Context: an optimization exercise on an open-source flow, tuned for small area and a short achievable clock period. The choices shown serve that exercise and are no tape-out recipe. No functional check of the RTL was part of any run shown here. Power figures rest on the tool's default switching activity, not on a simulated workload.

==> design.v <==
module dc_cond (
    input  wire [2:0]  phase,
    input  wire [15:0] win,
    input  wire [9:0]  cnt,
    input  wire [15:0] crc,
    input  wire        prev_e,
    input  wire        flag_r,         
    input  wire        stuff_r,        
    output wire        flag_nx,        
    output wire        stuff_nx,       
    output wire        wp, ws, pf, pl, in_hop,
    output wire        fl0, fl1,       
    output wire        pr0, pr1,       
    output wire        hc0, hc1,       
    output wire        nostart,        
    output wire        stuff_err,      
    output wire        noend,          
    output wire        take,           
    output wire        pf_end,         
    output wire        byte_end,       
    output wire        crc_ok,         
    output wire        cnt_en,         
    output wire [9:0]  cnt_inc,
    output wire [15:0] crc_s
);
    localparam [15:0] CRC_POLY     = 16'h8408;
    localparam [15:0] CRC_RESIDUAL = 16'hF0B8;
    assign wp     = (phase == 3'd2);
    assign ws     = (phase == 3'd3);
    assign pf     = (phase == 3'd4);
    assign pl     = (phase == 3'd5);
    assign in_hop = (phase == 3'd6);
    wire b         = win[8];
    wire stuff_due = stuff_r;
    wire c7        = (cnt[2:0] == 3'd7);
    wire flag_w = flag_r;
    wire pre_w  = (win[15:1] == 15'h5555) & (cnt[4] | (cnt[3:0] == 4'd15));
    wire hop_w  = cnt[4] | cnt[3] | (cnt[2] & (cnt[1] | cnt[0]));
    assign flag_nx  = (win[15:10] == 6'b111110);
    assign stuff_nx = &win[8:4];
    assign fl0 = flag_w & prev_e;
    assign fl1 = flag_w & ~prev_e;
    assign pr0 = pre_w & prev_e;
    assign pr1 = pre_w & ~prev_e;
    assign hc0 = hop_w & (~prev_e == win[15]);
    assign hc1 = hop_w & (prev_e == win[15]);
    assign nostart   = ws & (cnt[3:0] == 4'd15);
    assign stuff_err = pl & stuff_due & b;
    assign take      = pl & ~stuff_due;
    assign noend     = take & (&cnt[9:2]);
    assign pf_end    = pf & c7;
    assign byte_end  = take & c7;
    assign crc_s     = {1'b0, crc[15:1]} ^ ((b ^ crc[0]) ? CRC_POLY : 16'h0000);
    assign crc_ok    = stuff_due ? (crc == CRC_RESIDUAL) : (crc_s == CRC_RESIDUAL);
    assign cnt_en    = wp | ws | pf | take;
    assign cnt_inc   = cnt + 10'd1;
endmodule
module daisy_core (
    input  wire       clk,
    input  wire       rst,
    input  wire       op_valid,
    input  wire [3:0] op,
    output reg        cmd_ready,
    output reg        rx_active,
    output reg        hop_request,
    output reg        rdata_valid,
    output wire [7:0] rdata,
    output reg        radio_req,
    output wire       radio_channel,
    output reg        sink_byte_valid,
    output wire [7:0] sink_byte,
    output reg        sink_commit,
    output reg        sink_begin,
    output wire       sink_begin_chan
);
    localparam [2:0] PH_OFF      = 3'd0;
    localparam [2:0] PH_WAITPRE  = 3'd2;
    localparam [2:0] PH_WAITSTA  = 3'd3;
    localparam [2:0] PH_PREFETCH = 3'd4;
    localparam [2:0] PH_PAYLOAD  = 3'd5;
    localparam [2:0] PH_HOP      = 3'd6;
    localparam [2:0] ERR_NONE    = 3'd0;
    localparam [2:0] ERR_NOSTART = 3'd1;
    localparam [2:0] ERR_STUFF   = 3'd2;
    localparam [2:0] ERR_NOEND   = 3'd3;
    localparam [2:0] ERR_CRC     = 3'd4;
    reg [2:0]  phase;
    reg [15:0] win;
    reg [9:0]  cnt;
    reg [7:0]  acc;
    reg [15:0] crc;
    reg        flag_r, stuff_r;    
    reg        prev_e;
    reg        chan;
    reg [2:0]  err;
    reg [5:0]  tag;
    reg [5:0]  rd;
    assign rdata           = {2'b00, rd};
    assign radio_channel   = chan;
    assign sink_begin_chan = chan;
    assign sink_byte       = acc;
    wire        wp, ws, pf, pl, in_hop, fl0, fl1, pr0, pr1, hc0, hc1;
    wire        nostart, stuff_err, noend, take, pf_end, byte_end, crc_ok, cnt_en;
    wire [9:0]  cnt_inc;
    wire [15:0] crc_s;
    wire        flag_nx, stuff_nx;
    dc_cond u_cond (
        .phase(phase), .win(win), .cnt(cnt), .crc(crc), .prev_e(prev_e),
        .flag_r(flag_r), .stuff_r(stuff_r), .flag_nx(flag_nx), .stuff_nx(stuff_nx),
        .wp(wp), .ws(ws), .pf(pf), .pl(pl), .in_hop(in_hop),
        .fl0(fl0), .fl1(fl1), .pr0(pr0), .pr1(pr1), .hc0(hc0), .hc1(hc1),
        .nostart(nostart), .stuff_err(stuff_err), .noend(noend), .take(take),
        .pf_end(pf_end), .byte_end(byte_end), .crc_ok(crc_ok), .cnt_en(cnt_en),
        .cnt_inc(cnt_inc), .crc_s(crc_s)
    );
    wire e      = op[0];
    wire is_bit = op_valid & (op[3:1] == 3'b000);
    wire done   = op_valid & (op == 4'h5) & ~cmd_ready;    
    wire task_  = op_valid & cmd_ready;
    wire start  = task_ & (op == 4'h2);
    wire stop   = task_ & (op == 4'h3);
    wire serv   = task_ & (op == 4'h4) & in_hop;
    wire read   = task_ & (op[3:2] == 2'b10);
    wire takeer = task_ & (op == 4'hB);
    wire radio  = op_valid & (op[3:1] == 3'b001 || op == 4'h4);    
    wire fl  = e ? fl1 : fl0;
    wire pr  = e ? pr1 : pr0;
    wire hc  = e ? hc1 : hc0;
    wire d   = ~(prev_e ^ e);
    wire rs  = (nostart & ~fl) | stuff_err | (pl & fl) | noend;    
    wire clr = rs | (wp & pr) | (ws & fl) | pf_end;               
    reg [2:0] bphase;
    reg [2:0] berr;
    always @* begin
        bphase = phase;
        if (wp & pr)        bphase = PH_WAITSTA;
        else if (wp & hc)   bphase = PH_HOP;
        if (ws & fl)        bphase = PH_PREFETCH;
        if (pf_end)         bphase = PH_PAYLOAD;
        if (rs)             bphase = PH_WAITPRE;
        berr = err;
        if (nostart & ~fl)  berr = ERR_NOSTART;
        if (stuff_err)      berr = ERR_STUFF;
        else if (pl & fl)   berr = crc_ok ? err : ERR_CRC;
        else if (noend)     berr = ERR_NOEND;
    end
    wire [2:0] phase_n = is_bit ? bphase : done ? PH_WAITPRE : stop ? PH_OFF : phase;
    wire       ready_n = done | (cmd_ready & ~(start | serv));
    always @(posedge clk) begin
        if (is_bit) begin
            win    <= {d, win[15:1]};
            flag_r  <= d & flag_nx;
            stuff_r <= stuff_nx;
            prev_e <= e;
        end
        if (is_bit & take) acc <= {win[8], acc[7:1]};
        if (is_bit & (take | pf_end)) crc <= pf_end ? 16'hFFFF : crc_s;
        if ((is_bit & clr) | done)  cnt <= 10'd0;
        else if (is_bit & cnt_en)   cnt <= cnt_inc;
        case (op[1:0])
            2'b00:   rd <= {3'd0, phase};
            2'b01:   rd <= {5'd0, chan};
            2'b10:   rd <= tag;
            default: rd <= {3'd0, err};
        endcase
        if (rst) begin
            phase           <= PH_OFF;
            prev_e          <= 1'b0;
            chan            <= 1'b0;
            err             <= ERR_NONE;
            tag             <= 6'd0;
            cmd_ready       <= 1'b1;
            rx_active       <= 1'b0;
            hop_request     <= 1'b0;
            rdata_valid     <= 1'b0;
            radio_req       <= 1'b0;
            sink_byte_valid <= 1'b0;
            sink_commit     <= 1'b0;
            sink_begin      <= 1'b0;
        end else begin
            phase           <= phase_n;
            chan            <= chan ^ serv;
            if (is_bit)      err <= berr;
            else if (takeer) err <= ERR_NONE;
            if (is_bit & pf_end) tag <= {d, win[15:11]};
            cmd_ready       <= ready_n;
            rx_active       <= done | (rx_active & ~stop);
            hop_request     <= is_bit ? (cmd_ready & (in_hop | (wp & ~pr & hc)))
                                      : (hop_request & ~radio);
            rdata_valid     <= read;
            radio_req       <= start | serv;
            sink_byte_valid <= is_bit & byte_end;
            sink_commit     <= is_bit & ~stuff_err & pl & fl & crc_ok;
            sink_begin      <= (is_bit & rs) | done;
        end
    end
endmodule
==> flow/run.sh <==
#!/bin/bash
# ORFS layout through the standard.sh, with these changes:
#  - synthesis may not use the slow many-input OR / NOR cells (added to the
#    platform's don't-use list);
#  - ports are buffered with buf_4 instead of the smallest buffer the resizer picks;
#  - timing repair may swap a cell for one with another footprint.
# Each tool's output goes to a log file of its own in this folder.
set -euo pipefail
BASE=$(make -s -C "$FLOW_HOME" DESIGN_CONFIG="$PWD/config.mk" WORK_HOME="$PWD/orfs" print-DONT_USE_CELLS 2>/dev/null \
       | sed -n 's/^DONT_USE_CELLS: //p' | tail -1)
SLOW=""
for c in or3_1 or3_2 or3_4 or3b_1 or3b_2 or3b_4 or4_1 or4_2 or4_4 or4b_1 or4b_2 or4b_4 \
         or4bb_1 or4bb_2 or4bb_4 nor4_1 nor4_2 nor4_4 nor4b_1 nor4b_2 nor4b_4 nor4bb_1 nor4bb_2 nor4bb_4; do
  SLOW="$SLOW sky130_fd_sc_hd__$c"
done
echo "DONT_USE_CELLS=$BASE $SLOW" > dont_use.log
bash standard.sh "DONT_USE_CELLS=$BASE $SLOW" synth > synth.log 2>&1
bash standard.sh "DONT_USE_CELLS=$BASE $SLOW" MATCH_CELL_FOOTPRINT=0 \
  "BUFFER_PORTS_ARGS=-buffer_cell sky130_fd_sc_hd__buf_4" finish > layout.log 2>&1
==> standard.sh <==
#!/bin/bash
# synth_recipe.tcl (not shown) runs the flow's synth.tcl, then flattens the netlist and writes it again
# the make line also repeats each setting of config.mk as NAME=value (left out here)
make -C /OpenROAD-flow-scripts/flow DESIGN_CONFIG=/design/flow/config.mk WORK_HOME=/design/flow/orfs CLKGATE_MAP_FILE= SYNTH_SCRIPT=/design/flow/synth_recipe.tcl "${@:-finish}"
==> config.mk <==
export PLATFORM = sky130hd
export DESIGN_NAME = daisy_core
export DESIGN_NICKNAME = daisy_core
export VERILOG_FILES = /design/flow/design.v
export SDC_FILE = /design/flow/constraint.sdc
export NUM_CORES = 4
export LEC_CHECK = 0
export CAP_MARGIN = 20
export CORE_MARGIN = 2
export CORE_UTILIZATION = 40
export SETUP_SLACK_MARGIN = 1.6
export SLEW_MARGIN = 20
==> constraint.sdc <==
create_clock -name core_clock -period 3.5 [get_ports {clk}]
set_input_delay 0.7000 -clock core_clock [delete_from_list [all_inputs] [get_ports {clk}]]
set_output_delay 0.7000 -clock core_clock [all_outputs]
set_load 0.01 [all_outputs]
==> results of run 1 <==
## metal layers
metal	wire length, µm	vias to the layer above	GRT usage (%)
met4	155	0	6.53
met3	319	14	3.72
met1	3550	1214	21.6
li1	-	1247	-
met5	0	-	0
met2	3570	65	24.8
## power by group through the flow
stage          Combinational, µW  Clock [µW]  Sequential, µW
2_1_floorplan               76.9           0            1020
3_5_place_dp                 101           0            1020
6_report                     134         612            1010
4_1_cts                      113         624            1000
5_1_grt                      151         665            1010
3_3_place_gp                 101           0            1020
## Yosys cell counts, types with 3 or more instances
| library cell | instances |
|---|---|
| a21oi_1 | 11 |
| and2_1 | 8 |
| and3_1 | 4 |
| and3b_1 | 3 |
| and4_1 | 3 |
| and4bb_2 | 3 |
| buf_2 | 3 |
| buf_4 | 4 |
| clkbuf_1 | 9 |
| dfxtp_1 | 38 |
| edfxtp_1 | 41 |
| ha_1 | 4 |
| inv_1 | 8 |
| mux2i_1 | 10 |
| nand2_1 | 18 |
| nand2b_1 | 19 |
| nand3_1 | 9 |
| nand3b_1 | 3 |
| nand4_1 | 7 |
| nand4b_1 | 4 |
| nor2_1 | 22 |
| nor2b_1 | 11 |
| nor3_1 | 15 |
| nor3b_1 | 3 |
| o21ai_0 | 11 |
| xor2_1 | 9 |
## sequential cells by signal, summed over array words and instances (netlist names), 3 cells and up
signal / cells
phase: 3
rd: 6
crc: 16
cnt: 10
tag: 6
acc: 8
err: 3
win: 15
## worst paths after layout
check	end	start	cells after the start
worst max-delay path	err[2]	crc[4]	5
worst min-delay path	win[4]	win[5]	0
worst max register to register	err[2]	crc[4]	5
worst min register to register	win[4]	win[5]	0
## cells by family after synthesis
group | share of synthesized area, %
AND/OR/NAND/NOR | 22.1
flip-flops | 56.1
AO/OA/AOI/OAI | 9.54
buffers and inverters | 3.06
XOR/XNOR | 3.84
multiplexers | 3.87
adder cells (fa/ha/maj) | 1.41
other | 0.106
## through the flow
step	cells	setup slack [ns]	total power (µW)	area [µm²]
3_5_place_dp	437	0.923	1120	3890
5_1_grt	482	1.54	1830	4460
6_report	482	1.60	1750	4460
4_1_cts	466	1.60	1740	4270
3_3_place_gp	437	0.990	1120	3890
2_1_floorplan	313	1.49	1090	3590
## final cells by class
| type | instances | area (µm²) | share of cell area (%) |
|---|---|---|---|
| timing repair buffer | 61 | 498 | 11.2 |
| tap | 108 | 135 | 3.03 |
| inverter | 8 | 56.3 | 1.26 |
| sequential | 79 | 2000 | 44.9 |
| clock buffer | 10 | 128 | 2.86 |
| multi-input combinational | 210 | 1600 | 35.8 |
| clock inverter | 6 | 45.0 | 1.01 |
## timing repair
item	4_1_cts	5_1_grt
resized for setup	21	18
setup buffers	13	16
pin swaps	4	9
setup endpoints to repair	39	32
==> run_results.csv, run 1 <==
group,metric,value,unit
route,via_per_inst,5.27,
hold_path,worst_hold_path_type,"flip-flop to flip-flop",
critical_path,cp_top_family,"compound AO/OA/AOI/OAI gates",
yosys,yosys.area.top_type,"edfxtp_1",
grt,grt_pass1_wl,12100,µm
sta,tns,0,ns
sta,rsz0062_at_grt,"true",
clock_tree,cts_root_buf,"clkbuf_8",
sta,fmax,527,MHz
pwr,p_sw_share,25.2,%
clock_tree,cts_max_path_buffers,2,
flow_run,cap_violations,0,
route,antenna_left,0,
placement,portBuffers,30,
finish,drive_above_1_share,30.5,%
yosys,syn_inst,312,
clock_tree,clk_pin_slew,0.08,ns
finish,final_cell_mix,"buf_4 (55), edfxtp_1 (41), dfxtp_1 (32)",
finish,n_antenna_cell,0,
yosys,async_flop_share,0,%
route,drt_iter0_markers,135,
yosys,synth_top_area_share,34.6,%
critical_path,crit_fanout,4,
critical_path,max_stage_delay,0.46,ns
sta,hold_violations,0,
pwr,p_clk_share,34.9,%
pwr,seqPwrFrac,57.5,%
pwr,p_per_area,393,nW/µm²
pwr,ir_drop,0.163,mV
critical_path,crit_path_end_kind,"flip-flop",
yosys,yosysUniqueCellTypes,54,
sta,fin_worst_skew,0.00693,ns
critical_path,critical_path.slowest_cell,"edfxtp_1",
critical_path,cp-start-kind,"flip-flop",
route,first_pass_iters,4,
grt,grt_start_max_net_pins,33,
grt,grtUsageTotal,15.9,%
sta,finalCriticalPeriod,1.90,ns
finish,syn_to_final_growth,25.6,%
placement,gp_congestion,0.765,
yosys,ys_seq_area_share,56.1,%
critical_path,critPathBufInv,0,
sta,whs,0.450,ns
yosys,synth-edff-count,41,
route,wirelength,7600,µm
floorplanning,fp-row-count,34,
critical_path,crit_type,"flip-flop to flip-flop",
critical_path,crit_arrival,2.15,ns
clock_tree,clk_latency,0.35,ns
pwr,p_switching,441,µW
critical_path,reg2reg_setup_slack,1.60,ns
grt,grt_pass1_vias,2435,
floorplanning,dieArea,9650,µm²
floorplanning,coreArea,8680,µm²
sta,setup_viol,0,
yosys,yosys_warnings,1,
floorplanning,die_h,98.3,µm
yosys,synth_top_flop_cell,"edfxtp_1",
grt,antenna_found_initial,0,
yosys,synth.avg_cell_area,11.4,µm²
pwr,p_comb_share,7.6,%
clock_tree,cts_tree,"done",
sta,period_share,54.2,%
floorplanning,die_w,98.3,µm
finish,final_common_cell,"buf_4",
pwr,p_leak,0.00169,µW
sta,slew_viol_final,0,
clock_tree,clkSinkCount,79,
clock_tree,numCtsBuffers,9,
route,wl_per_cell,15.8,µm
grt,grt_overflow,0,
route,vias,2540,
route,remaining_drc_errors,0,
finish,nFillCells,777,
yosys,ys_seq_elements,79,
critical_path,worstPathCellList,"and4bb_2, nand4b_1, a2111oi_4, a211oi_4, mux2_4",
status,status,"finished clean",
floorplanning,ios,33,
yosys,ys_top_cells_by_area,"edfxtp_1 (35%), dfxtp_1 (21%), nand2b_1 (3.3%)",
pwr,p_int,1310,µW
critical_path,critPathRequiredTime,3.75,ns
clock_tree,cts.htree.levels,3,
placement,dp_hpwl,4940,µm
floorplanning,start_util,40.9,%
yosys,netlist_area,3550,µm²
finish,final_core_util,51.4,%
clock_tree,cts_hold_buf,0,
finish,fin_nets,380,
==> run 2: changes to the inputs <==
--- a/config.mk
+++ b/config.mk
@@ -9,4 +9,4 @@
 export CORE_MARGIN = 2
 export CORE_UTILIZATION = 40
-export SETUP_SLACK_MARGIN = 1.6
+export SETUP_SLACK_MARGIN = 1.75
 export SLEW_MARGIN = 20
==> run 2 against run 1 <==
Effect of this change:
- global-route usage up 0.44 points
- sequential cell count did not move
- cell count is 1.2% lower
- worst hold slack about the same
- via count is 0.28% higher
- first-iteration DRC count is 26% higher
- routed wire length increased by 1.2%
- critical path depth grew 1
- total power grew 1.4%
- core utilization increased by 0.49 points
==> run_results.csv, run 2 <==
group,metric,value,unit
yosys,syn_inst,312,
grt,grtUsageTotal,16.4,%
route,wl_per_cell,16.2,µm
yosys,synth_top_flop_cell,"edfxtp_1",
clock_tree,numCtsBuffers,9,
pwr,p_per_area,394,nW/µm²
route,vias,2547,
finish,syn_to_final_growth,26.8,%
critical_path,crit_arrival,2.15,ns
critical_path,crit_type,"input port to flip-flop",
placement,postPlaceCellArea,3930,µm²
clock_tree,cts.htree.levels,3,
critical_path,critPathRequiredTime,3.74,ns
floorplanning,die_w,98.3,µm
grt,grt_pass1_wl,12300,µm
sta,tns,0,ns
yosys,netlist_area,3550,µm²
critical_path,crit_path_end_kind,"flip-flop",
finish,design_area,4510,µm²
grt,grt_overflow,0,
yosys,synth.avg_cell_area,11.4,µm²
floorplanning,ios,33,
grt,grt_pass1_vias,2427,
route,drt_iter0_markers,170,
sta,fmax,526,MHz
route,first_pass_iters,4,
sta,period_share,54.3,%
grt,grt_start_max_net_pins,33,
finish,top_register,"crc",
floorplanning,coreArea,8680,µm²
sta,finalCriticalPeriod,1.90,ns
floorplanning,dieArea,9650,µm²
sta,hold_violations,0,
yosys,yosys_warnings,1,
finish,n_antenna_cell,0,
yosys,synth_top_area_share,34.6,%
pwr,totalPowerFinal,1780,µW
sta,setup_viol,0,
finish,final_common_cell,"buf_4",
placement,dp_hpwl,4980,µm
yosys,ys_seq_elements,79,
clock_tree,clk_latency,0.35,ns
yosys,yosysUniqueCellTypes,54,
route,via_per_inst,5.35,
clock_tree,clkSinkCount,79,
yosys,synth-edff-count,41,
sta,slew_viol_final,0,
floorplanning,die_h,98.3,µm
status,status,"finished clean",
yosys,synth_common_cells,"edfxtp_1 (41), dfxtp_1 (38), nor2_1 (22)",
route,antenna_left,0,
flow_run,cap_violations,0,
floorplanning,fp-row-count,34,
yosys,ys_top_cells_by_area,"edfxtp_1 (35%), dfxtp_1 (21%), nand2b_1 (3.3%)",
finish,final_cell_mix,"buf_4 (48), edfxtp_1 (41), dfxtp_1 (29)",
floorplanning,start_util,40.9,%
clock_tree,cts_tree,"done",
finish,drive_above_1_share,32.6,%
finish,fin_nets,374,
clock_tree,cts_max_path_buffers,2,
finish,largest_registers,"crc x16, win x15, cnt x10",
yosys,ys_seq_area_share,56.1,%
sta,rsz0062_at_grt,"true",
sta,fin_worst_skew,0.00832,ns
clock_tree,cts_root_buf,"clkbuf_8",
pwr,p_leak,0.00166,µW
yosys,yosys.area.top_type,"edfxtp_1",
finish,largest_reg_flops,16,
pwr,ir_drop,0.181,mV
finish,nFillCells,764,
clock_tree,clk_pin_slew,0.08,ns
yosys,yosysMostFrequentCell,"edfxtp_1",
critical_path,crit_fanout,7,
hold_path,worst_hold_path_type,"flip-flop to flip-flop",
route,wirelength,7690,µm
grt,antenna_found_initial,0,
yosys,async_flop_share,0,%
placement,portBuffers,30,
route,remaining_drc_errors,0,
critical_path,cp-start-kind,"input port",
placement,gp_congestion,0.779,
[run 2: worst max-delay path, stage by stage]
cell       delay [ns]
buf_4            0.13
nor2b_4          0.23
nand3_4          0.22
a2111oi_4        0.47
a211oi_4         0.08
mux2_4           0.30
[run 2: cell type report]
type,instances,area (µm²),area share (%)
clock buffers,9,124,2.75
clock inverters,7,57.6,1.28
inverters,8,37.5,0.833
multi-input cells,211,1690,37.5
flip-flops and latches,79,2010,44.5
well taps,108,135,3.00
repair buffers,54,454,10.1
[run 2: metal layers]
metal  part of all wire [%]  GRT usage (%)  up-vias
met2                     47           26.3       56
met3                    4.0           4.22       13
met1                     47           21.4     1251
met5                      0              0        -
li1                       -              -     1227
met4                    2.0           6.22        0
[run 2: kinds of logic (layout without fill, tap and decap cells)]
group           count (synthesis)  count (layout)  share of synthesized area [%]
compound gates                 43              44                           9.54
xor+xnor                       13              13                           3.84
fa+ha+maj                       4               4                           1.41
buf+inv                        24              78                           3.06
flops                          79              79                           56.1
mux                            12              12                           3.87
other cells                     1               2                          0.106
simple gates                  136             136                           22.1
[run 2: per-stage QoR]
step | worst slack (ns) | utilization (%) | instances | hold WS, ns
final | 1.60 | 51.9 | 476 | 0.450
after global routing | 1.55 | 51.9 | 476 | 0.464
after CTS | 1.62 | 51.6 | 475 | 0.453
after detailed placement | 1.18 | 45.2 | 436 | 0.440
after global placement | 1.24 | 45.2 | 436 | 0.429
after floorplan | 1.49 | - | 313 | 0.417
[run 2: path summary, 6_finish.rpt]
| check | slack (ns) | cells after the start | startpoint | to |
|---|---|---|---|---|
| setup / recovery | 1.60 | 6 | op[3] | err[2] |
| setup reg to reg | 1.61 | 5 | phase[2] | err[2] |
| hold reg to reg | 0.45 | 0 | win[7] | win[6] |
| hold / removal | 0.45 | 0 | win[7] | win[6] |
[run 2: where the power goes]
part | switching, µW | total, µW | internal (µW)
sequential | 21.3 | 1010 | 984
clock | 355 | 621 | 266
combinational | 76.1 | 150 | 74.1
total | 453 | 1780 | 1320
[run 2: timing repair]
item | CTS | global route
setup buffers | 21 | 1
resized for setup | 42 | 5
pin swaps | 12 | 4
cloned | 2 | 0
setup endpoints to repair | 49 | 40
hold buffers | 0 | 0
==> run 3: changes to the inputs <==
--- a/flow/run.sh
+++ b/flow/run.sh
@@ -1,5 +1,5 @@
 #!/bin/bash
 # ORFS layout through the standard.sh, with these changes:
-#  - synthesis may not use the slow many-input OR / NOR cells (added to the
+#  - synthesis may not use the slow many-input OR / NOR , 5-input AOI / OAI, 3-input XOR and some slow complex cells (added to the
 #    platform's don't-use list);
 #  - ports are buffered with buf_4 instead of the smallest buffer the resizer picks;
@@ -11,5 +11,5 @@
 SLOW=""
 for c in or3_1 or3_2 or3_4 or3b_1 or3b_2 or3b_4 or4_1 or4_2 or4_4 or4b_1 or4b_2 or4b_4 \
-         or4bb_1 or4bb_2 or4bb_4 nor4_1 nor4_2 nor4_4 nor4b_1 nor4b_2 nor4b_4 nor4bb_1 nor4bb_2 nor4bb_4; do
+         or4bb_1 or4bb_2 or4bb_4 and4bb_1 and4bb_2 and4bb_4 nand4bb_1 nand4bb_2 nand4bb_4 xor3_1 xor3_2 xor3_4 xnor3_1 xnor3_2 xnor3_4 a311oi_1 a311oi_2 a311oi_4 a311o_1 a311o_2 a311o_4 o311ai_0 o311ai_1 o311ai_2 o311ai_4 o311a_1 o311a_2 o311a_4 a2111oi_0 a2111oi_1 a2111oi_2 a2111oi_4 a2111o_1 a2111o_2 a2111o_4 o2111ai_1 o2111ai_2 o2111ai_4 o2111a_1 o2111a_2 o2111a_4 nor4_1 nor4_2 nor4_4 nor4b_1 nor4b_2 nor4b_4 nor4bb_1 nor4bb_2 nor4bb_4; do
   SLOW="$SLOW sky130_fd_sc_hd__$c"
 done
--- a/config.mk
+++ b/config.mk
@@ -9,4 +9,4 @@
 export CORE_MARGIN = 2
 export CORE_UTILIZATION = 40
-export SETUP_SLACK_MARGIN = 1.75
+export SETUP_SLACK_MARGIN = 1.6
 export SLEW_MARGIN = 20
==> run 3 against run 2 <==
Effect of this change:
- still clean on timing, DRC and antenna
- clock skew is 0.0096 ns higher
- cell count is 1.3% lower
- sequential share of layout area is 3.3 points higher
- synthesized cell count is 0.32% higher
- setup slack better by 0.0070 ns
- largest power group unchanged
==> run_results.csv, run 3 <==
group,metric,value,unit
route,antenna_left,0,
status,status,"finished clean",
sta,hold_violations,0,
route,first_pass_iters,5,
yosys,ys_top_cells_by_area,"edfxtp_1 (36%), dfxtp_1 (22%), nor2_1 (3.9%)",
clock_tree,cts_tree,"done",
yosys,syn_inst,313,
hold_path,min_path_cells,0,
floorplanning,dieArea,9280,µm²
sta,fmax,528,MHz
floorplanning,die_h,96.3,µm
pwr,p_leak,0.00162,µW
floorplanning,start_util,41.3,%
grt,antenna_found_initial,0,
finish,final_common_cell,"buf_4",
floorplanning,die_w,96.3,µm
route,routed.top_layer,"met4",
clock_tree,numCtsBuffers,9,
clock_tree,clk_latency,0.37,ns
finish,fin_nets,371,
sta,tns,0,ns
finish,layout.cells.non_filler,470,
finish,design_area,4180,µm²
pwr,ir_drop,0.245,mV
critical_path,crit_arrival,2.16,ns
route,wirelength,7250,µm
critical_path,cp_top_family,"compound AO/OA/AOI/OAI gates",
yosys,synth-edff-count,41,
pwr,totalPowerFinal,1750,µW
yosys,yosysUniqueCellTypes,48,
yosys,synth_top_area_share,36.1,%
grt,grt_pass1_vias,2308,
finish,syn_to_final_growth,22.7,%
hold_path,worst_hold_path_type,"flip-flop to flip-flop",
critical_path,reg2reg_setup_slack,1.64,ns
hold_path,hold_end,"acc[5]",
critical_path,crit_type,"input port to flip-flop",
flow_run,cap_violations,0,
placement,dp_hpwl,4670,µm
yosys,synth_top_flop_cell,"edfxtp_1",
yosys,async_flop_share,0,%
yosys,yosys.area.top_type,"edfxtp_1",
clock_tree,clk_pin_slew,0.10,ns
finish,largest_reg_flops,16,
yosys,ys_seq_elements,79,
route,vias,2407,
yosys,netlist_area,3410,µm²
route,met2_length,3470,µm
placement,gp_congestion,0.830,
yosys,ys_seq_area_share,58.4,%
critical_path,r2r_start,"phase[0]",
yosys,synth.avg_cell_area,10.9,µm²
floorplanning,coreArea,8260,µm²
critical_path,critPathBufInv,1,
critical_path,crit_fanout,13,
finish,top_register,"crc",
finish,drive_above_1_share,25.2,%
finish,final_cell_mix,"buf_4 (45), edfxtp_1 (41), dfxtp_1 (33)",
finish,largest_registers,"crc x16, win x15, cnt x10",
sta,setup_viol,0,
placement,postPlaceCellArea,3770,µm²
grt,grt_overflow,0,
clock_tree,cts_hold_buf,0,
clock_tree,clkSinkCount,79,
yosys,yosysMostFrequentCell,"edfxtp_1",
grt,grt_start_max_net_pins,27,
route,drt_iter0_markers,103,
grt,grt_pass1_wl,11700,µm
route,remaining_drc_errors,0,
placement,portBuffers,30,
sta,fin_worst_skew,0.0180,ns
pwr,p_per_area,419,nW/µm²
finish,n_antenna_cell,0,
critical_path,critPathRequiredTime,3.77,ns
route,wl_per_cell,15.4,µm
critical_path,max_stage_delay,0.31,ns
finish,final_core_util,50.7,%
clock_tree,cts.htree.levels,3,
placement,post-place-cells,436,
critical_path,reg2reg_to,"err[2]",
floorplanning,fp-row-count,33,
critical_path,worstPathCellList,"buf_4, xor2_4, a21boi_1, o211ai_2, o211a_1, mux2_4",
route,via_per_inst,5.12,
route,dr_wl_met3,255,µm
hold_path,hp-start,"acc[6]",
yosys,synth_common_cells,"edfxtp_1 (41), dfxtp_1 (38), nor2_1 (35)",
clock_tree,cts_root_buf,"clkbuf_8",
sta,slew_viol_final,0,
clock_tree,cts_max_path_buffers,2,
sta,finalCriticalPeriod,1.89,ns
sta,rsz0062_at_grt,"true",
route,wl_met1,3370,µm
critical_path,crit_path_end_kind,"flip-flop",
grt,grtUsageTotal,17.1,%
critical_path,critical_path.slowest_cell,"mux2_4",
critical_path,cp-start-kind,"input port",
sta,period_share,54.1,%
critical_path,reg2regPathDepth,6,
yosys,yosys_warnings,1,
floorplanning,ios,33,
run 3: cell count changes in the layout (fill, tap and decap cells not counted), sizes merged, moves of 3 or more:
cell and delta:
nor3 -9, nor2b -3, nor2 +13, and4bb -3, nand4 -4, and4b +3
nand3 +3, nand2 +11, inv +5, buf -8, clkinv -3
run 3: layout make-up:
class | count | area (µm²)
Multi-Input combinational cell | 214 | 1470
Clock inverter | 7 | 71.3
Clock buffer | 9 | 124
Inverter | 10 | 41.3
Tap cell | 105 | 131
Fill cell | 753 | 4080
Timing Repair inverter | 1 | 5.00
Timing Repair Buffer | 45 | 338
Sequential cell | 79 | 2000
run 3: stage by stage:
step / hold slack (ns) / worst slack (ns)
3_3_place_gp: 0.428 / 1.13
5_1_grt: 0.474 / 1.51
2_1_floorplan: 0.417 / 1.59
4_1_cts: 0.458 / 1.54
3_5_place_dp: 0.438 / 1.07
6_report: 0.454 / 1.61
run 3: worst max path at each step:
stage | depth (start not counted) | to | startpoint | slack, ns
2_1_floorplan | 5 | err[2] | op[0] | 1.59
3_3_place_gp | 6 | err[2] | op[0] | 1.13
3_5_place_dp | 8 | phase[1] | op_valid | 1.07
4_1_cts | 7 | cnt[5] | op[1] | 1.54
5_1_grt | 6 | err[2] | phase[1] | 1.51
6_report | 6 | err[2] | op[0] | 1.61
run 3: cells by family (layout without fill, tap and decap cells):
group           after synthesis  after routing  share of synthesized area [%]
flops                        79             79                           58.4
simple gates                141            141                           21.9
compound gates               42             44                           8.07
fa+ha+maj                     4              4                           1.47
xor+xnor                     13             13                           3.56
other cells                   1              2                          0.110
mux                          10             10                           3.45
buf+inv                      23             72                           2.97
run 3: timing repair:
action,CTS,global route
pin swaps,7,5
gates cloned,3,0
setup buffers,12,3
resized for setup,15,3
hold endpoints to repair,0,0
endpoints found under the setup margin,46,23
run 3: power breakdown:
group	leakage, µW	switching, µW	internal [µW]
Clock	0.000102	393	282
Sequential	0.000680	12.3	977
Combinational	0.000837	49.9	37.7
run 3: worst register-to-register path, stage by stage (launching register included):
cell,delay [ns]
dfxtp_2,0.45
and3b_1,0.25
nand3_2,0.22
nor3_1,0.24
nand2_1,0.12
o211a_1,0.18
mux2_4,0.30
run 3: metal layers:
| layer | up-vias | global-route usage (%) |
|---|---|---|
| met3 | 11 | 4.93 |
| met1 | 1146 | 21.6 |
| met4 | 0 | 6.22 |
| li1 | 1200 | - |
| met2 | 50 | 27.8 |
| met5 | - | 0 |
==> run 4: changes to the inputs <==
--- a/design.v
+++ b/design.v
@@ -4,9 +4,6 @@
     input  wire [9:0]  cnt,
     input  wire [15:0] crc,
+    input  wire        crc_ok,         
     input  wire        prev_e,
-    input  wire        flag_r,         
-    input  wire        stuff_r,        
-    output wire        flag_nx,        
-    output wire        stuff_nx,       
     output wire        wp, ws, pf, pl, in_hop,
     output wire        fl0, fl1,       
@@ -19,8 +16,8 @@
     output wire        pf_end,         
     output wire        byte_end,       
-    output wire        crc_ok,         
+    output wire        crc_ok_nx,      
     output wire        cnt_en,         
     output wire [9:0]  cnt_inc,
-    output wire [15:0] crc_s
+    output wire [15:0] crc_nx
 );
     localparam [15:0] CRC_POLY     = 16'h8408;
@@ -32,11 +29,9 @@
     assign in_hop = (phase == 3'd6);
     wire b         = win[8];
-    wire stuff_due = stuff_r;
+    wire stuff_due = &win[7:3];
     wire c7        = (cnt[2:0] == 3'd7);
-    wire flag_w = flag_r;
-    wire pre_w  = (win[15:1] == 15'h5555) & (cnt[4] | (cnt[3:0] == 4'd15));
-    wire hop_w  = cnt[4] | cnt[3] | (cnt[2] & (cnt[1] | cnt[0]));
-    assign flag_nx  = (win[15:10] == 6'b111110);
-    assign stuff_nx = &win[8:4];
+    wire flag_w = (win[15:9] == 7'b1111110);
+    wire pre_w  = (win[15:1] == 15'h5555) & (cnt >= 10'd15);
+    wire hop_w  = (cnt >= 10'd5);
     assign fl0 = flag_w & prev_e;
     assign fl1 = flag_w & ~prev_e;
@@ -48,9 +43,11 @@
     assign stuff_err = pl & stuff_due & b;
     assign take      = pl & ~stuff_due;
-    assign noend     = take & (&cnt[9:2]);
+    assign noend     = take & (cnt == 10'd1020);
     assign pf_end    = pf & c7;
     assign byte_end  = take & c7;
-    assign crc_s     = {1'b0, crc[15:1]} ^ ((b ^ crc[0]) ? CRC_POLY : 16'h0000);
-    assign crc_ok    = stuff_due ? (crc == CRC_RESIDUAL) : (crc_s == CRC_RESIDUAL);
+    wire [15:0] crc_s = {1'b0, crc[15:1]} ^ ((b ^ crc[0]) ? CRC_POLY : 16'h0000);
+    assign crc_nx    = pf_end ? 16'hFFFF : (take ? crc_s : crc);
+    assign crc_ok_nx = (&win[8:4]) ? (crc_nx == CRC_RESIDUAL)
+                                   : ((win[9] ^ crc_nx[0]) & (crc_nx[15:1] == 15'h74B0));
     assign cnt_en    = wp | ws | pf | take;
     assign cnt_inc   = cnt + 10'd1;
@@ -90,5 +87,5 @@
     reg [7:0]  acc;
     reg [15:0] crc;
-    reg        flag_r, stuff_r;    
+    reg        crc_ok;     
     reg        prev_e;
     reg        chan;
@@ -101,16 +98,14 @@
     assign sink_byte       = acc;
     wire        wp, ws, pf, pl, in_hop, fl0, fl1, pr0, pr1, hc0, hc1;
-    wire        nostart, stuff_err, noend, take, pf_end, byte_end, crc_ok, cnt_en;
+    wire        nostart, stuff_err, noend, take, pf_end, byte_end, crc_ok_nx, cnt_en;
     wire [9:0]  cnt_inc;
-    wire [15:0] crc_s;
-    wire        flag_nx, stuff_nx;
+    wire [15:0] crc_nx;
     dc_cond u_cond (
-        .phase(phase), .win(win), .cnt(cnt), .crc(crc), .prev_e(prev_e),
-        .flag_r(flag_r), .stuff_r(stuff_r), .flag_nx(flag_nx), .stuff_nx(stuff_nx),
+        .phase(phase), .win(win), .cnt(cnt), .crc(crc), .crc_ok(crc_ok), .prev_e(prev_e),
         .wp(wp), .ws(ws), .pf(pf), .pl(pl), .in_hop(in_hop),
         .fl0(fl0), .fl1(fl1), .pr0(pr0), .pr1(pr1), .hc0(hc0), .hc1(hc1),
         .nostart(nostart), .stuff_err(stuff_err), .noend(noend), .take(take),
-        .pf_end(pf_end), .byte_end(byte_end), .crc_ok(crc_ok), .cnt_en(cnt_en),
-        .cnt_inc(cnt_inc), .crc_s(crc_s)
+        .pf_end(pf_end), .byte_end(byte_end), .crc_ok_nx(crc_ok_nx), .cnt_en(cnt_en),
+        .cnt_inc(cnt_inc), .crc_nx(crc_nx)
     );
     wire e      = op[0];
@@ -123,5 +118,4 @@
     wire read   = task_ & (op[3:2] == 2'b10);
     wire takeer = task_ & (op == 4'hB);
-    wire radio  = op_valid & (op[3:1] == 3'b001 || op == 4'h4);    
     wire fl  = e ? fl1 : fl0;
     wire pr  = e ? pr1 : pr0;
@@ -150,10 +144,11 @@
         if (is_bit) begin
             win    <= {d, win[15:1]};
-            flag_r  <= d & flag_nx;
-            stuff_r <= stuff_nx;
             prev_e <= e;
         end
         if (is_bit & take) acc <= {win[8], acc[7:1]};
-        if (is_bit & (take | pf_end)) crc <= pf_end ? 16'hFFFF : crc_s;
+        if (is_bit) begin
+            crc    <= crc_nx;
+            crc_ok <= crc_ok_nx;
+        end
         if ((is_bit & clr) | done)  cnt <= 10'd0;
         else if (is_bit & cnt_en)   cnt <= cnt_inc;
@@ -186,6 +181,5 @@
             cmd_ready       <= ready_n;
             rx_active       <= done | (rx_active & ~stop);
-            hop_request     <= is_bit ? (cmd_ready & (in_hop | (wp & ~pr & hc)))
-                                      : (hop_request & ~radio);
+            hop_request     <= (phase_n == PH_HOP) & ready_n;
             rdata_valid     <= read;
             radio_req       <= start | serv;
==> flow/run.sh (replaced) <==
#!/bin/bash
# ORFS layout through the standard.sh, with these changes:
#  - synthesis may not use the slow many-input OR / NOR cells (added to the
#    platform's don't-use list);
#  - ports are buffered with buf_4 instead of the smallest buffer the resizer picks;
#  - timing repair may swap a cell for one with another footprint.
# Each tool's output goes to a log file of its own in this folder.
set -euo pipefail
BASE=$(make -s -C "$FLOW_HOME" DESIGN_CONFIG="$PWD/config.mk" WORK_HOME="$PWD/orfs" print-DONT_USE_CELLS 2>/dev/null \
       | sed -n 's/^DONT_USE_CELLS: //p' | tail -1)
SLOW=""
for c in or3_1 or3_2 or3_4 or3b_1 or3b_2 or3b_4 or4_1 or4_2 or4_4 or4b_1 or4b_2 or4b_4 \
         or4bb_1 or4bb_2 or4bb_4 nor4_1 nor4_2 nor4_4 nor4b_1 nor4b_2 nor4b_4 nor4bb_1 nor4bb_2 nor4bb_4; do
  SLOW="$SLOW sky130_fd_sc_hd__$c"
done
echo "DONT_USE_CELLS=$BASE $SLOW" > dont_use.log
bash standard.sh "DONT_USE_CELLS=$BASE $SLOW" synth > synth.log 2>&1
bash standard.sh "DONT_USE_CELLS=$BASE $SLOW" MATCH_CELL_FOOTPRINT=0 \
  "BUFFER_PORTS_ARGS=-buffer_cell sky130_fd_sc_hd__buf_4" finish > layout.log 2>&1
==> run 4 against run 3 <==
Effect of this change:
- design area up 11%
- routed wire length up 14%
- critical endpoint is now crc_ok
- critical path depth up 1
- non-clock buffer count up 26
- maximum frequency down 3.4%
==> run_results.csv, run 4 <==
group,metric,value,unit
status,status,"finished clean",
floorplanning,start_util,41.6,%
placement,postPlaceCellArea,3980,µm²
sta,hold_violations,0,
finish,largest_registers,"crc x16, win x15, cnt x10",
critical_path,crit_arrival,2.16,ns
critical_path,crit_fanout,7,
sta,setup_viol,0,
yosys,ys_seq_elements,78,
floorplanning,dieArea,9950,µm²
yosys,ys_top_cells_by_area,"edfxtp_1 (33%), dfxtp_1 (21%), nand2_1 (3.8%)",
finish,largest_reg_flops,16,
sta,fmax,510,MHz
placement,post-place-cells,470,
sta,slew_viol_final,0,
sta,finalCriticalPeriod,1.96,ns
route,antenna_left,0,
yosys,yosys.area.top_type,"edfxtp_1",
floorplanning,die_w,99.8,µm
clock_tree,cts_root_buf,"clkbuf_8",
finish,design_area,4650,µm²
clock_tree,cts_max_path_buffers,2,
placement,gp_congestion,0.791,
critical_path,crit_path_end_kind,"flip-flop",
clock_tree,clk_pin_slew,0.09,ns
pwr,p_leak,0.00188,µW
yosys,syn_inst,348,
yosys,synth_common_cells,"edfxtp_1 (40), dfxtp_1 (38), nand2_1 (37), nor2_1 (37), nand3_1 (23)",
critical_path,crit_type,"flip-flop to flip-flop",
route,vias,2778,
grt,antenna_found_initial,0,
yosys,yosysMostFrequentCell,"edfxtp_1",
clock_tree,numCtsBuffers,9,
sta,tns,0,ns
yosys,netlist_area,3670,µm²
clock_tree,cts_tree,"done",
yosys,async_flop_share,0,%
grt,grt_pass1_vias,2604,
grt,grt_start_max_net_pins,40,
clock_tree,cts.htree.levels,3,
critical_path,cp-start-kind,"flip-flop",
grt,grtUsageTotal,17.1,%
floorplanning,coreArea,8810,µm²
route,drt_iter0_markers,189,
pwr,ir_drop,0.274,mV
pwr,totalPowerFinal,1740,µW
finish,final_cell_mix,"buf_4 (66), edfxtp_1 (40), nand2_1 (37)",
finish,fin_nets,427,
yosys,synth_top_flop_cell,"edfxtp_1",
critical_path,critPathRequiredTime,3.70,ns
finish,layout.cells.non_filler,528,
route,first_pass_iters,4,
route,wirelength,8230,µm
clock_tree,cts_hold_buf,0,
sta,period_share,56.0,%
sta,rsz0062_at_grt,"true",
placement,portBuffers,30,
finish,final_common_cell,"buf_4",
finish,syn_to_final_growth,26.7,%
floorplanning,ios,33,
grt,grt_overflow,0,
finish,top_register,"crc",
finish,n_antenna_cell,0,
yosys,synth_top_area_share,32.8,%
floorplanning,fp-row-count,34,
grt,grt_pass1_wl,13200,µm
flow_run,cap_violations,0,
route,remaining_drc_errors,0,
sta,fin_worst_skew,0.0112,ns
finish,drive_above_1_share,30.0,%
clock_tree,clkSinkCount,78,
finish,final_core_util,52.8,%
placement,dp_hpwl,5110,µm
yosys,ys_seq_area_share,53.5,%
yosys,synth.avg_cell_area,10.5,µm²
yosys,yosysUniqueCellTypes,59,
yosys,yosys_warnings,1,
route,wl_per_cell,15.6,µm
pwr,p_per_area,374,nW/µm²
route,via_per_inst,5.26,
yosys,synth-edff-count,40,
floorplanning,die_h,99.8,µm
hold_path,worst_hold_path_type,"flip-flop to flip-flop",
clock_tree,clk_latency,0.36,ns
## run 4: cell types whose count changed after synthesis, moves of 4 or more
| cell | change |
|---|---|
| and3_1 | +4 |
| nand2b_1 | -14 |
| o211ai_1 | +9 |
| nand2_1 | +8 |
| nand4_1 | +5 |
| nand3_1 | +11 |
| o21ai_0 | -6 |
## run 4: repair_timing
action,CTS,global route
buffers inserted,26,14
gates cloned,1,1
resized for setup,19,20
setup endpoints to repair,42,16
pin swaps,7,13
## run 4: kinds of logic after synthesis
logic type	synth area share (%)
buffers and inverters	3.86
other	0.102
multiplexers	3.07
AO/OA/AOI/OAI	10.2
AND/OR/NAND/NOR	24.3
XOR/XNOR	3.34
adder cells (fa/ha/maj)	1.71
flip-flops	53.5
## run 4: final timing paths
kind	from	endpoint	slack, ns	cells past startpoint
setup / recovery	win[6]	crc_ok	1.54	7
hold / removal	win[2]	win[1]	0.45	0
setup reg to reg	win[6]	crc_ok	1.54	7
hold reg to reg	win[2]	win[1]	0.45	0
## run 4: per-layer routing
layer	vias to the layer above	global-route usage, %	part of all wire (%)
met5	-	0	0
met4	0	6.64	0.97
met3	7	3.58	5.2
met2	68	25.6	45
met1	1310	24.3	48
li1	1393	-	-
## run 4: per-stage QoR
step | worst slack (ns) | hold slack [ns]
floorplan | 1.53 | 0.419
global placement | 0.938 | 0.428
detailed placement | 0.858 | 0.435
CTS | 1.55 | 0.451
global route | 1.46 | 0.472
finish | 1.54 | 0.449
## run 4: final cells by class
| class | instances | area (µm²) |
|---|---|---|
| fill | 785 | 4160 |
| clock buffer | 10 | 128 |
| inverter | 11 | 53.8 |
| tap | 108 | 135 |
| timing repair inverter | 1 | 8.76 |
| timing repair buffer | 71 | 561 |
| clock inverter | 6 | 62.6 |
| multi-input combinational | 243 | 1730 |
| sequential | 78 | 1970 |
## run 4: critical path, stage by stage (launching register included)
cell      delay, ns
edfxtp_1       0.42
and4_4         0.23
a21o_4         0.25
buf_6          0.13
nor2_4         0.06
o211ai_1       0.09
a2111o_1       0.40
a211oi_2       0.22
## run 4: report_power, final
| group | leakage, µW | switching (µW) | internal [µW] |
|---|---|---|---|
| Clock | 0.0000966 | 345 | 329 |
| Sequential | 0.000671 | 15.3 | 967 |
| Combinational | 0.00111 | 48.4 | 36.0 |
==> run 5: changes to the inputs <==
--- a/design.v
+++ b/design.v
@@ -1,8 +1,7 @@
 module dc_cond (
-    input  wire [2:0]  phase,
+    input  wire [4:0]  ph1h,           
     input  wire [15:0] win,
     input  wire [9:0]  cnt,
     input  wire [15:0] crc,
-    input  wire        crc_ok,         
     input  wire        prev_e,
     output wire        wp, ws, pf, pl, in_hop,
@@ -16,16 +15,16 @@
     output wire        pf_end,         
     output wire        byte_end,       
-    output wire        crc_ok_nx,      
+    output wire        crc_ok,         
     output wire        cnt_en,         
     output wire [9:0]  cnt_inc,
-    output wire [15:0] crc_nx
+    output wire [15:0] crc_s
 );
     localparam [15:0] CRC_POLY     = 16'h8408;
     localparam [15:0] CRC_RESIDUAL = 16'hF0B8;
-    assign wp     = (phase == 3'd2);
-    assign ws     = (phase == 3'd3);
-    assign pf     = (phase == 3'd4);
-    assign pl     = (phase == 3'd5);
-    assign in_hop = (phase == 3'd6);
+    assign wp     = ph1h[0];
+    assign ws     = ph1h[1];
+    assign pf     = ph1h[2];
+    assign pl     = ph1h[3];
+    assign in_hop = ph1h[4];
     wire b         = win[8];
     wire stuff_due = &win[7:3];
@@ -46,8 +45,6 @@
     assign pf_end    = pf & c7;
     assign byte_end  = take & c7;
-    wire [15:0] crc_s = {1'b0, crc[15:1]} ^ ((b ^ crc[0]) ? CRC_POLY : 16'h0000);
-    assign crc_nx    = pf_end ? 16'hFFFF : (take ? crc_s : crc);
-    assign crc_ok_nx = (&win[8:4]) ? (crc_nx == CRC_RESIDUAL)
-                                   : ((win[9] ^ crc_nx[0]) & (crc_nx[15:1] == 15'h74B0));
+    assign crc_s     = {1'b0, crc[15:1]} ^ ((b ^ crc[0]) ? CRC_POLY : 16'h0000);
+    assign crc_ok    = stuff_due ? (crc == CRC_RESIDUAL) : (crc_s == CRC_RESIDUAL);
     assign cnt_en    = wp | ws | pf | take;
     assign cnt_inc   = cnt + 10'd1;
@@ -82,10 +79,9 @@
     localparam [2:0] ERR_NOEND   = 3'd3;
     localparam [2:0] ERR_CRC     = 3'd4;
-    reg [2:0]  phase;
+    reg [4:0]  ph1h;       
     reg [15:0] win;
     reg [9:0]  cnt;
     reg [7:0]  acc;
     reg [15:0] crc;
-    reg        crc_ok;     
     reg        prev_e;
     reg        chan;
@@ -98,14 +94,14 @@
     assign sink_byte       = acc;
     wire        wp, ws, pf, pl, in_hop, fl0, fl1, pr0, pr1, hc0, hc1;
-    wire        nostart, stuff_err, noend, take, pf_end, byte_end, crc_ok_nx, cnt_en;
+    wire        nostart, stuff_err, noend, take, pf_end, byte_end, crc_ok, cnt_en;
     wire [9:0]  cnt_inc;
-    wire [15:0] crc_nx;
+    wire [15:0] crc_s;
     dc_cond u_cond (
-        .phase(phase), .win(win), .cnt(cnt), .crc(crc), .crc_ok(crc_ok), .prev_e(prev_e),
+        .ph1h(ph1h), .win(win), .cnt(cnt), .crc(crc), .prev_e(prev_e),
         .wp(wp), .ws(ws), .pf(pf), .pl(pl), .in_hop(in_hop),
         .fl0(fl0), .fl1(fl1), .pr0(pr0), .pr1(pr1), .hc0(hc0), .hc1(hc1),
         .nostart(nostart), .stuff_err(stuff_err), .noend(noend), .take(take),
-        .pf_end(pf_end), .byte_end(byte_end), .crc_ok_nx(crc_ok_nx), .cnt_en(cnt_en),
-        .cnt_inc(cnt_inc), .crc_nx(crc_nx)
+        .pf_end(pf_end), .byte_end(byte_end), .crc_ok(crc_ok), .cnt_en(cnt_en),
+        .cnt_inc(cnt_inc), .crc_s(crc_s)
     );
     wire e      = op[0];
@@ -118,4 +114,5 @@
     wire read   = task_ & (op[3:2] == 2'b10);
     wire takeer = task_ & (op == 4'hB);
+    wire radio  = op_valid & (op[3:1] == 3'b001 || op == 4'h4);    
     wire fl  = e ? fl1 : fl0;
     wire pr  = e ? pr1 : pr0;
@@ -124,13 +121,12 @@
     wire rs  = (nostart & ~fl) | stuff_err | (pl & fl) | noend;    
     wire clr = rs | (wp & pr) | (ws & fl) | pf_end;               
-    reg [2:0] bphase;
+    wire [4:0] bphase;
+    assign bphase[0] = rs | (wp & ~pr & ~hc);
+    assign bphase[1] = (wp & pr) | (ws & ~fl & ~nostart);
+    assign bphase[2] = (ws & fl) | (pf & ~pf_end);
+    assign bphase[3] = pf_end | (pl & ~rs);
+    assign bphase[4] = in_hop | (wp & ~pr & hc);
     reg [2:0] berr;
     always @* begin
-        bphase = phase;
-        if (wp & pr)        bphase = PH_WAITSTA;
-        else if (wp & hc)   bphase = PH_HOP;
-        if (ws & fl)        bphase = PH_PREFETCH;
-        if (pf_end)         bphase = PH_PAYLOAD;
-        if (rs)             bphase = PH_WAITPRE;
         berr = err;
         if (nostart & ~fl)  berr = ERR_NOSTART;
@@ -139,5 +135,5 @@
         else if (noend)     berr = ERR_NOEND;
     end
-    wire [2:0] phase_n = is_bit ? bphase : done ? PH_WAITPRE : stop ? PH_OFF : phase;
+    wire [4:0] ph1h_n = is_bit ? bphase : done ? 5'b00001 : stop ? 5'b00000 : ph1h;
     wire       ready_n = done | (cmd_ready & ~(start | serv));
     always @(posedge clk) begin
@@ -147,12 +143,9 @@
         end
         if (is_bit & take) acc <= {win[8], acc[7:1]};
-        if (is_bit) begin
-            crc    <= crc_nx;
-            crc_ok <= crc_ok_nx;
-        end
+        if (is_bit & (take | pf_end)) crc <= pf_end ? 16'hFFFF : crc_s;
         if ((is_bit & clr) | done)  cnt <= 10'd0;
         else if (is_bit & cnt_en)   cnt <= cnt_inc;
         case (op[1:0])
-            2'b00:   rd <= {3'd0, phase};
+            2'b00:   rd <= {3'd0, pf | pl | in_hop, wp | ws | in_hop, ws | pl};
             2'b01:   rd <= {5'd0, chan};
             2'b10:   rd <= tag;
@@ -160,5 +153,5 @@
         endcase
         if (rst) begin
-            phase           <= PH_OFF;
+            ph1h            <= 5'b00000;
             prev_e          <= 1'b0;
             chan            <= 1'b0;
@@ -174,5 +167,5 @@
             sink_begin      <= 1'b0;
         end else begin
-            phase           <= phase_n;
+            ph1h            <= ph1h_n;
             chan            <= chan ^ serv;
             if (is_bit)      err <= berr;
@@ -181,5 +174,5 @@
             cmd_ready       <= ready_n;
             rx_active       <= done | (rx_active & ~stop);
-            hop_request     <= (phase_n == PH_HOP) & ready_n;
+            hop_request     <= is_bit ? (cmd_ready & bphase[4]) : (hop_request & ~radio);
             rdata_valid     <= read;
             radio_req       <= start | serv;
==> run 5 against run 4 <==
Effect of this change:
- sequential power is 0.4% higher
- design area is 8.4% lower
- total power is 3.9% higher
- area after synthesis is 7.8% lower
- combinational power is 9.4% higher
- register-to-register slack hardly changed
- global-route usage is 0.22 points lower
- synthesized cell count is 9.5% lower
- clock skew is 0.0046 ns lower
- clock power is 8.5% higher
- critical path type unchanged
- largest power group unchanged
- highest routed layer unchanged
==> run_results.csv, run 5 <==
group,metric,value,unit
status,status,"finished clean",
route,first_pass_iters,5,
sta,rsz0062_at_grt,"true",
sta,finalCriticalPeriod,1.95,ns
yosys,syn_inst,315,
critical_path,reg2reg_setup_slack,1.55,ns
floorplanning,die_w,95.9,µm
critical_path,reg2reg_to,"err[0]",
finish,layout.cells.non_filler,475,
floorplanning,ios,33,
clock_tree,cts_hold_buf,0,
route,via_per_inst,5.20,
sta,tns,0,ns
clock_tree,clk_pin_slew,0.08,ns
pwr,ir_drop,0.241,mV
floorplanning,die_h,95.9,µm
critical_path,cp.depth,6,
pwr,p_per_area,425,nW/µm²
grt,grt_pass1_wl,11500,µm
critical_path,critPathBufInv,0,
route,wirelength,7210,µm
yosys,synth_top_area_share,34.6,%
floorplanning,fp-row-count,33,
critical_path,max_stage_delay,0.42,ns
yosys,synth_common_cells,"dfxtp_1 (40), edfxtp_1 (39), nor2_1 (35)",
critical_path,cp-start-kind,"flip-flop",
route,drt_iter0_markers,159,
sta,slew_headroom,57.7,%
route,vias,2471,
yosys,ys_seq_elements,79,
yosys,async_flop_share,0,%
finish,largest_reg_flops,16,
yosys,yosysMostFrequentCell,"dfxtp_1",
critical_path,reg2regPathDepth,6,
yosys,synth.avg_cell_area,10.7,µm²
placement,dp_hpwl,4810,µm
placement,gp_congestion,0.822,
floorplanning,coreArea,8220,µm²
yosys,yosysUniqueCellTypes,51,
critical_path,critical_path.slowest_cell,"edfxtp_1",
placement,portBuffers,30,
finish,largest_registers,"crc x16, win x15, cnt x10",
route,remaining_drc_errors,0,
finish,fin_nets,377,
finish,syn_to_final_growth,25.9,%
critical_path,crit_fanout,3,
sta,worstMarginPinSlew,0.630,ns
finish,drive_above_1_share,28.9,%
yosys,netlist_area,3380,µm²
finish,final_common_cell,"buf_4",
finish,top_register,"crc",
yosys,synth_top_flop_cell,"dfxtp_1",
placement,post-place-cells,441,
critical_path,crit_arrival,2.20,ns
finish,final_core_util,51.8,%
critical_path,crit_path_end_kind,"flip-flop",
sta,setup_viol,0,
sta,period_share,55.7,%
grt,antenna_found_initial,0,
finish,design_area,4260,µm²
grt,grtUsageTotal,16.8,%
critical_path,critPathRequiredTime,3.75,ns
clock_tree,clkSinkCount,79,
critical_path,cp_top_family,"simple AND/OR/NAND/NOR gates",
grt,grt_start_max_net_pins,24,
placement,postPlaceCellArea,3770,µm²
route,antenna_left,0,
clock_tree,numCtsBuffers,9,
finish,n_antenna_cell,0,
critical_path,r2r_start,"win[9]",
floorplanning,start_util,41.1,%
sta,fmax,513,MHz
grt,grt_overflow,0,
pwr,totalPowerFinal,1810,µW
route,wl_per_cell,15.2,µm
finish,final_cell_mix,"buf_4 (44), edfxtp_1 (39), dfxtp_1 (34)",
yosys,yosys.area.top_type,"edfxtp_1",
grt,grt_pass1_vias,2311,
critical_path,cp-endpoint,"err[0]",
floorplanning,dieArea,9200,µm²
pwr,p_leak,0.00155,µW
critical_path,crit_type,"flip-flop to flip-flop",
yosys,ys_seq_area_share,58.3,%
clock_tree,cts.htree.levels,3,
clock_tree,clk_latency,0.36,ns
clock_tree,cts_root_buf,"clkbuf_8",
sta,hold_violations,0,
finish,nFillCells,740,
yosys,synth-edff-count,39,
clock_tree,cts_tree,"done",
clock_tree,cts_max_path_buffers,2,
finish,multi_input_area,1500,µm²
critical_path,startpoint,"win[9]",
hold_path,worst_hold_path_type,"flip-flop to flip-flop",
finish,regArea,1980,µm²
critical_path,worstPathCellList,"and4b_2, nand3_4, nor3_4, nand4b_1, nor3b_4, mux2_4",
flow_run,cap_violations,0,
sta,slew_viol_final,0,
yosys,ys_top_cells_by_area,"edfxtp_1 (35%), dfxtp_1 (24%), nor2_1 (3.9%)",
sta,fin_worst_skew,0.00656,ns
yosys,yosys_warnings,1,
-- run 5: how the worst min path moves through the flow --
| stage | startpoint | endpoint | slack, ns | depth (start not counted) |
|---|---|---|---|---|
| final | acc[7] | acc[6] | 0.46 | 0 |
| after global routing | acc[5] | acc[4] | 0.48 | 0 |
| after CTS | acc[7] | acc[6] | 0.46 | 0 |
| after detailed placement | acc[7] | acc[6] | 0.44 | 0 |
| after global placement | win[2] | win[1] | 0.44 | 0 |
| after floorplan | win[2] | win[1] | 0.43 | 0 |
-- run 5: metal layers --
| metal | up-vias | track usage [%] | wire, µm |
|---|---|---|---|
| met5 | - | 0 | 0 |
| met4 | 0 | 7.74 | 167 |
| met3 | 13 | 4.46 | 357 |
| met2 | 60 | 23.0 | 3150 |
| met1 | 1178 | 24.7 | 3530 |
| li1 | 1220 | - | - |
-- run 5: report_power, final --
part	switching, µW	internal, µW	total (µW)
combinational	52.6	39.7	92.3
sequential	11.6	974	986
clock	344	386	731
total	409	1400	1810
-- run 5: area by class of cell --
cell class | instances | share of cell area (%)
inverter | 7 | 0.705
sequential | 79 | 46.5
timing repair inverter | 1 | 0.118
timing repair buffer | 47 | 9.17
tap | 105 | 3.09
multi-input combinational | 220 | 35.3
clock buffer | 11 | 3.67
clock inverter | 5 | 1.44
-- run 5: per-stage QoR --
| step | hold WS (ns) | worst slack [ns] |
|---|---|---|
| floorplan | 0.427 | 1.49 |
| global placement | 0.435 | 0.779 |
| detailed placement | 0.439 | 0.749 |
| CTS | 0.460 | 1.56 |
| global route | 0.480 | 1.49 |
| finish | 0.457 | 1.55 |
-- run 5: cells by family (layout without fill, tap and decap cells) --
kind of cell,count (synthesis),count (layout),synth area share (%)
muxes,4,4,1.59
and+or+nand+nor,144,144,21.9
DFF,79,79,58.3
adders and majority gates,5,5,1.85
AOI/OAI and AO/OA,51,51,10.2
xor gates and xnor gates,14,14,3.85
other,1,2,0.111
buffers and inverters,17,71,2.22
-- run 5: timing repair --
action,4_1_cts,5_1_grt
hold endpoints to repair,0,0
gates resized for setup,14,20
pin swaps,5,8
endpoints found under the setup margin,64,17
gates cloned,1,0
buffers inserted,10,7
==> run 6: changes to the inputs <==
--- a/design.v
+++ b/design.v
@@ -56,6 +56,6 @@
     input  wire [3:0] op,
     output reg        cmd_ready,
-    output reg        rx_active,
-    output reg        hop_request,
+    output wire       rx_active,
+    output wire       hop_request,
     output reg        rdata_valid,
     output wire [7:0] rdata,
@@ -93,4 +93,6 @@
     assign sink_begin_chan = chan;
     assign sink_byte       = acc;
+    assign rx_active       = |ph1h;
+    assign hop_request     = ph1h[4] & cmd_ready;
     wire        wp, ws, pf, pl, in_hop, fl0, fl1, pr0, pr1, hc0, hc1;
     wire        nostart, stuff_err, noend, take, pf_end, byte_end, crc_ok, cnt_en;
@@ -114,5 +116,4 @@
     wire read   = task_ & (op[3:2] == 2'b10);
     wire takeer = task_ & (op == 4'hB);
-    wire radio  = op_valid & (op[3:1] == 3'b001 || op == 4'h4);    
     wire fl  = e ? fl1 : fl0;
     wire pr  = e ? pr1 : pr0;
@@ -159,6 +160,4 @@
             tag             <= 6'd0;
             cmd_ready       <= 1'b1;
-            rx_active       <= 1'b0;
-            hop_request     <= 1'b0;
             rdata_valid     <= 1'b0;
             radio_req       <= 1'b0;
@@ -173,6 +172,4 @@
             if (is_bit & pf_end) tag <= {d, win[15:11]};
             cmd_ready       <= ready_n;
-            rx_active       <= done | (rx_active & ~stop);
-            hop_request     <= is_bit ? (cmd_ready & bphase[4]) : (hop_request & ~radio);
             rdata_valid     <= read;
             radio_req       <= start | serv;
==> run 6 against run 5 <==
Effect of this change:
- register-to-register slack improved by 0.06 ns
- non-clock buffer count fell by 10
- critical endpoint is now cnt[0]
- total power fell by 0.79%
- area after synthesis rose by 0.11%
- synthesized cell count fell by 4.8%
- first-iteration DRC count fell by 24%
- worst hold slack got worse by 0.0014 ns
- critical path depth did not move
- die area rose by 0.10%
- clock skew rose by 0.0034 ns
- global-route usage fell by 0.95 points
- via count fell by 6.2%
==> run_results.csv, run 6 <==
group,metric,value,unit
critical_path,crit_fanout,10,
yosys,async_flop_share,0,%
yosys,yosys.area.top_type,"edfxtp_1",
sta,finalCriticalPeriod,1.89,ns
grt,grt_pass1_vias,2164,
yosys,synth_common_cells,"edfxtp_1 (39), dfxtp_1 (38), nor2_1 (28)",
sta,tns,0,ns
sta,slew_viol_final,0,
grt,grtUsageTotal,15.9,%
route,remaining_drc_errors,0,
critical_path,critPathBufInv,0,
finish,top_register,"crc",
critical_path,cp_top_family,"compound AO/OA/AOI/OAI gates",
finish,drive_above_1_share,28.0,%
grt,grt_pass1_wl,10900,µm
finish,final_cell_mix,"edfxtp_1 (39), buf_4 (35), dfxtp_1 (31)",
sta,slew_headroom,58.0,%
grt,grt_overflow,0,
critical_path,crit_type,"flip-flop to flip-flop",
yosys,yosys_warnings,1,
clock_tree,clk_latency,0.36,ns
yosys,ys_seq_area_share,57.1,%
critical_path,max_stage_delay,0.42,ns
sta,fin_worst_skew,0.00997,ns
clock_tree,clk_pin_slew,0.09,ns
clock_tree,cts_root_buf,"clkbuf_8",
floorplanning,die_w,96.0,µm
critical_path,critPathRequiredTime,3.79,ns
yosys,ys_top_cells_by_area,"edfxtp_1 (35%), dfxtp_1 (22%), nand2b_1 (3.7%)",
placement,portBuffers,30,
critical_path,crit_path_end_kind,"flip-flop",
route,wirelength,6730,µm
critical_path,crit_arrival,2.18,ns
clock_tree,cts_hold_buf,0,
finish,n_antenna_cell,0,
sta,hold_violations,0,
clock_tree,clkSinkCount,77,
yosys,synth_top_area_share,34.6,%
route,vias,2317,
critical_path,critical_path.slowest_cell,"edfxtp_1",
placement,postPlaceCellArea,3730,µm²
finish,nFillCells,739,
floorplanning,coreArea,8220,µm²
yosys,yosysUniqueCellTypes,58,
floorplanning,dieArea,9210,µm²
yosys,yosysMostFrequentCell,"edfxtp_1",
sta,setup_viol,0,
clock_tree,cts.htree.levels,3,
sta,fmax,529,MHz
grt,antenna_found_initial,0,
route,wl_per_cell,15.0,µm
yosys,ys_seq_elements,77,
pwr,p_leak,0.00159,µW
flow_run,cap_violations,0,
finish,final_common_cell,"edfxtp_1",
critical_path,cp-start-kind,"flip-flop",
yosys,synth_top_flop_cell,"edfxtp_1",
yosys,synth.avg_cell_area,11.3,µm²
route,via_per_inst,5.17,
clock_tree,cts_max_path_buffers,2,
placement,dp_hpwl,4580,µm
status,status,"finished clean",
floorplanning,start_util,41.2,%
sta,rsz0062_at_grt,"true",
pwr,ir_drop,0.185,mV
yosys,syn_inst,300,
floorplanning,die_h,96.0,µm
sta,worstMarginPinSlew,0.625,ns
placement,gp_congestion,0.793,
route,drt_iter0_markers,121,
yosys,netlist_area,3380,µm²
finish,fin_nets,350,
pwr,p_per_area,435,nW/µm²
floorplanning,ios,33,
finish,largest_reg_flops,16,
sta,period_share,54.0,%
hold_path,worst_hold_path_type,"flip-flop to flip-flop",
route,antenna_left,0,
clock_tree,cts_tree,"done",
route,first_pass_iters,6,
finish,syn_to_final_growth,22.0,%
finish,design_area,4130,µm²
critical_path,worstPathCellList,"nand2_1, o21ai_2, o21a_2, nand2_2, o31a_4, nor2_2",
yosys,synth-edff-count,39,
grt,grt_start_max_net_pins,25,
floorplanning,fp-row-count,33,
clock_tree,numCtsBuffers,9,
finish,largest_registers,"crc x16, win x15, cnt x10",
-- run 6: layout make-up --
class,instances,area [µm²],area share [%]
sequential,77,1950,47.1
clock inverter,4,52.6,1.27
timing repair buffer,37,294,7.12
clock buffer,12,178,4.30
tap,105,131,3.18
multi-input combinational,207,1490,36.2
inverter,6,35.0,0.848
-- run 6: repair_timing --
item,CTS,global route
resized for setup,14,14
endpoints found under the hold margin,0,0
cloned,0,0
pin swaps,4,3
buffers inserted,4,3
endpoints found under the setup margin,47,19
-- run 6: path summary, 6_finish.rpt --
kind                from  endpoint  slack (ns)  depth (start not counted)
hold / removal    tag[4]     rd[4]        0.46                          1
setup / recovery  win[6]    cnt[0]        1.61                          6
hold reg to reg   tag[4]     rd[4]        0.46                          1
setup reg to reg  win[6]    cnt[0]        1.61                          6
-- run 6: logic make-up (layout without fill, tap and decap cells) --
group	count (synthesis)	count (layout)	synth area share, %
AOI/OAI and AO/OA	44	44	9.95
xor gates and xnor gates	14	14	4.29
adders and majority gates	5	5	1.85
buffers and inverters	17	59	2.51
DFF	77	77	57.1
muxes	9	9	3.03
other	1	2	0.111
and+or+nand+nor	133	133	21.2
-- run 6: layer usage --
metal / vias up / track usage, % / wire length [µm]
met1: 1122 / 22.4 / 3220
met5: - / 0 / 0
met2: 42 / 22.8 / 3150
met3: 9 / 4.46 / 239
met4: 0 / 6.79 / 112
li1: 1144 / - / -
-- run 6: metrics by stage --
stage	std cells	util, %	hold WS, ns	worst slack [ns]	power (µW)
global route	448	50.3	0.474	1.48	1860
CTS	445	49.3	0.456	1.60	1800
detailed placement	425	45.4	0.427	0.850	1060
finish	448	50.3	0.456	1.61	1790
floorplan	301	-	0.417	1.58	1030
global placement	425	45.4	0.423	0.934	1060
-- run 6: power breakdown --
part	total (µW)	leakage, µW	switching (µW)	internal [µW]
Sequential	963	0.000661	12.6	950
Combinational	80.3	0.000816	47.4	32.8
Clock	751	0.000117	334	418
Total	1790	0.00159	394	1400

re-timing with driven ports:
In the flow no input, the clock included, has a driving cell. The finished layouts below were timed again as built, in two steps.
Step 1: set_driving_cell puts a clkbuf_16 on clk and a buf_2 on each other input, an assumption about the parent block.
Step 2, shift: input delay + t, output delay - t, t = (earliest + latest rising clock arrival at the registers) / 2. This alone moves slack from input paths to output paths.
Three values: no drivers, after step 1, after step 2; two values: the first two.
run | t (ns) | slack for setup (ns) | worst hold slack (ns)
run 1 | 0.386 | 1.603 / 1.603 / 1.254 | 0.450 / 0.450 / 0.450
run 2 | 0.380 | 1.599 / 1.607 / 1.227 | 0.450 / 0.450 / 0.450
run 3 | 0.392 | 1.606 / 1.610 / 1.218 | 0.454 / 0.454 / 0.454
run 4 | 0.385 | 1.540 / 1.540 / 1.243 | 0.449 / 0.449 / 0.449
run 5 | 0.388 | 1.552 / 1.552 / 1.187 | 0.457 / 0.457 / 0.457
run 6 | 0.383 | 1.610 / 1.593 / 1.243 | 0.456 / 0.456 / 0.456
After both steps setup and hold are still met in every run listed. For run 3, which loses most, drivers alone change the setup slack by +0.004 ns; drivers and shift together by -0.388 ns.
